This is an optimization exercise on Yosys and OpenROAD, whose aim is small area, not a production implementation. RTL that was checked went through simulation tests only; none was proved equivalent to the original. Power figures rest on the tool's default switching activity, not on a simulated workload.

== juniper ==
Design geq_decoder, start of the top module:
module geq_decoder (
    input  wire         clk,
    input  wire         rst,               
    input  wire         in_valid,          
    input  wire [7:0]   in_byte,
    output reg          frame_valid,       
    output wire [7:0]   frame_board_id,
    output wire [7:0]   frame_seq,
    output wire [7:0]   frame_brightness,
    output wire [423:0] frame_bars,        
    output wire [423:0] frame_scope,       
    output wire [31:0]  frame_vu           
);
    localparam integer BODY_LEN = 113;
    localparam [1:0] S_SYNC0 = 2'd0,
                     S_SYNC1 = 2'd1,
                     S_BODY  = 2'd2;
    reg [1:0]  st;
    reg [6:0]  cur;                        
    reg [7:0]  body_xor;                   
    reg [8*BODY_LEN-1:0] body;             
    wire in_body     = in_valid && (st == S_BODY);
    wire body_byte   = in_body && (cur != BODY_LEN);
    wire check_byte  = in_body && (cur == BODY_LEN);
    wire good_packet = check_byte && (body_xor == in_byte);
    always @(posedge clk) begin
        if (rst) begin
            st          <= S_SYNC0;
            cur         <= 7'd0;
            frame_valid <= 1'b0;
        end else begin
            frame_valid <= good_packet;
            if (in_valid) begin
                case (st)
                    S_SYNC0:
                        if (in_byte == 8'hAA)
                            st <= S_SYNC1;
  ...
clock: 8.0 ns
lec_check: 0
cap_margin: 20
core_margin: 2
core_utilization: 55
slew_margin: 20
standard.sh (not shown) runs the stock make flow with config.mk's settings and CLKGATE_MAP_FILE= SYNTH_SCRIPT=/design/flow/synth_recipe.tcl, a recipe that flattens the netlist after the stock synthesis.
==> flow/flow/run.sh <==
#!/bin/bash
set -euo pipefail
export BUFFER_PORTS_ARGS="-buffer_cell sky130_fd_sc_hd__buf_1"
export CTS_ARGS="-sink_clustering_enable -repair_clock_nets -dont_use_dummy_load -buf_list {sky130_fd_sc_hd__clkbuf_4 sky130_fd_sc_hd__clkbuf_8}"
bash standard.sh > standard.log 2>&1
juniper did not run to completion, as it errored out during I/O pin placement.
For onyx, these inputs were changed with respect to juniper:
Settings: changing CORE_UTILIZATION from 55 to 40.
==> flow/flow/run.sh <==
#!/bin/bash
set -euo pipefail
export BUFFER_PORTS_ARGS="-buffer_cell sky130_fd_sc_hd__buf_1"
bash standard.sh > standard.log 2>&1
## What came out
onyx: no failed stages, no open violations at the end. Reported for juniper and onyx, synthesized area turned out identical to the last digit. As far as number of instances in the synthesized netlist goes, onyx and juniper are indistinguishable; the numbers are identical. Delta (onyx minus juniper): initial standard-cell utilization of the core dropped 15 points, net count after synthesis roughly the same. The lower placement row count of juniper and onyx is in juniper. From juniper to onyx, share of flip-flops with an asynchronous set or reset did not move at all. When the final numbers for juniper and onyx were put side by side, the width of the die turned out to be smaller in juniper.
The following lists how delta was set up differently from onyx:
Settings: DIE_AREA: unset -> 0 0 320 320; CORE_UTILIZATION: 40 -> unset; CORE_MARGIN: 2 -> unset; CORE_AREA: unset -> 3 3 317 317.
==> flow/flow/run.sh <==
#!/bin/bash
set -euo pipefail
export BUFFER_PORTS_ARGS="-buffer_cell sky130_fd_sc_hd__buf_1"
export CTS_ARGS="-sink_clustering_enable -repair_clock_nets -dont_use_dummy_load -buf_list {sky130_fd_sc_hd__clkbuf_4 sky130_fd_sc_hd__clkbuf_8}"
bash standard.sh > standard.log 2>&1
### Flow results
delta reached the final stage; the timing, design-rule and antenna checks on its layout passed. Diff onyx -> delta: wire length went down by 1.8%; detail-routed via count per cell went down by about 10%. onyx → delta: internal power of the cells now smaller, clock-buffer cell count now larger. NOTE: post-route fraction of the period consumed by the critical path in delta falls short of that of onyx. delta vs onyx on share of the core filled with cells in the final layout: delta is the lower one. Relative to onyx, share of cells above drive strength 1 has gone up in delta. [delta vs onyx] final-layout worst hold slack: lower in delta.
#### Input delta (garnet over delta)
Settings: CORE_AREA removed (was 3 3 317 317); CORE_MARGIN newly set to 2; CORE_UTILIZATION newly set to 40; DIE_AREA removed (was 0 0 320 320).
==> flow/run.sh (new file) <==
#!/bin/bash
# synth_recipe.tcl (not shown) runs the flow's synth.tcl, then flattens the netlist and writes it again
# the make line also repeats each setting of config.mk as NAME=value (left out here)
make -C /OpenROAD-flow-scripts/flow DESIGN_CONFIG=/design/flow/config.mk WORK_HOME=/design/flow/orfs CLKGATE_MAP_FILE= SYNTH_SCRIPT=/design/flow/synth_recipe.tcl finish
removed: flow/flow/run.sh
removed: flow/standard.sh
### Flow results
Against delta, garnet comes in 345 lower on placed cell count.
Filler cell count came out lower on garnet than on delta.
garnet against delta; final design area excluding fillers is up by more than 10%.
Relative to delta, proportion of layout cells with a drive suffix above 1 decreased by 1.6 points in garnet.

job 101:
geq_decoder, a different RTL version from the one above (not shown whole).
For scale: roughly 980 cells after synthesis, ~920 flip-flops, about 28,000 um2 of cells after synthesis.
==> flow/config.mk <==
export PLATFORM = sky130hd
export DESIGN_NAME = geq_decoder
export DESIGN_NICKNAME = geq_decoder
export VERILOG_FILES = /design/flow/design.v
export SDC_FILE = /design/flow/constraint.sdc
export NUM_CORES = 4
export LEC_CHECK = 0
export CAP_MARGIN = 20
export CORE_AREA = 3 3 277 277
export DIE_AREA = 0 0 280 280
export SLEW_MARGIN = 20
==> flow/constraint.sdc <==
create_clock -name core_clock -period 8.0 [get_ports {clk}]
set_input_delay 1.6000 -clock core_clock [delete_from_list [all_inputs] [get_ports {clk}]]
set_output_delay 1.6000 -clock core_clock [all_outputs]
set_load 0.01 [all_outputs]
==> flow/flow/run.sh <==
#!/bin/bash
set -euo pipefail
export BUFFER_PORTS_ARGS="-buffer_cell sky130_fd_sc_hd__buf_1"
export CTS_ARGS="-sink_clustering_enable -repair_clock_nets -dont_use_dummy_load -sink_clustering_size 30 -sink_clustering_max_diameter 100 -buf_list {sky130_fd_sc_hd__clkbuf_8 sky130_fd_sc_hd__clkbuf_16}"
bash standard.sh > standard.log 2>&1
Input-level comparison between job 102 and job 101:
==> flow/flow/run.sh <==
#!/bin/bash
set -euo pipefail
export BUFFER_PORTS_ARGS="-buffer_cell sky130_fd_sc_hd__buf_1"
export CTS_ARGS="-sink_clustering_enable -repair_clock_nets -dont_use_dummy_load -sink_clustering_size 18 -sink_clustering_max_diameter 60 -buf_list {sky130_fd_sc_hd__clkbuf_4 sky130_fd_sc_hd__clkbuf_8}"
bash standard.sh > standard.log 2>&1
Results
As far as clock-cell share of area is concerned, job 102 and job 101 perform about the same. When the final numbers for job 101 and job 102 were put side by side, the global-route usage turned out to be greater in job 102. Reported for job 101 and job 102, XOR/XNOR share of the synthesized area turned out identical to the last digit. Diff job 101..job 102 | synthesized cell count | unchanged. Job 102 gives less proportion of power drawn by the clock network than job 101 did. Delta (job 102 minus job 101): final critical-path required period moved down; final routed wirelength across all metal layers now sits higher; power decreased 79 uW; part of the total power dissipated in sequential elements has increased. Job 102: hold slack 0.064 ns below job 101. Job 102 ended up with more standard cells than job 101.
No run of this note included a check of the RTL's function; only the layout flow was run.

re-timing with driven ports:
In the flow no input, the clock included, has a driving cell. The finished layouts below were timed again as built, in two steps.
Step 1, drivers: a clkbuf_16 drives clk and a buf_2 each remaining input, both assumed.
Step 2 moves the port delays by t, midway between the first and last clock arrival at a register: inputs arrive t later, outputs are due t later. That takes back most of the time a late clock gives input paths.
a / b / c = ideal ports / drivers / drivers and shift; a / b = the first two.
run	shift t [ns]	setup WS [ns]	worst setup path after step 2	pins driven straight from the clock port
onyx	0.680	4.261 / 4.229 / 3.549	input to register	1
delta	0.787	4.541 / 4.541 / 3.768	input to register	1
garnet	0.690	4.048 / 4.005 / 3.315	input to register	1
job 101	0.617	3.897 / 3.856 / 3.238	input to register	1
job 102	0.673	4.004 / 3.963 / 3.290	input to register	1
After both steps setup and hold are still met in every run listed. The setup slack of delta, which loses most, moves by 0.000 ns with the drivers and by -0.773 ns with both steps.
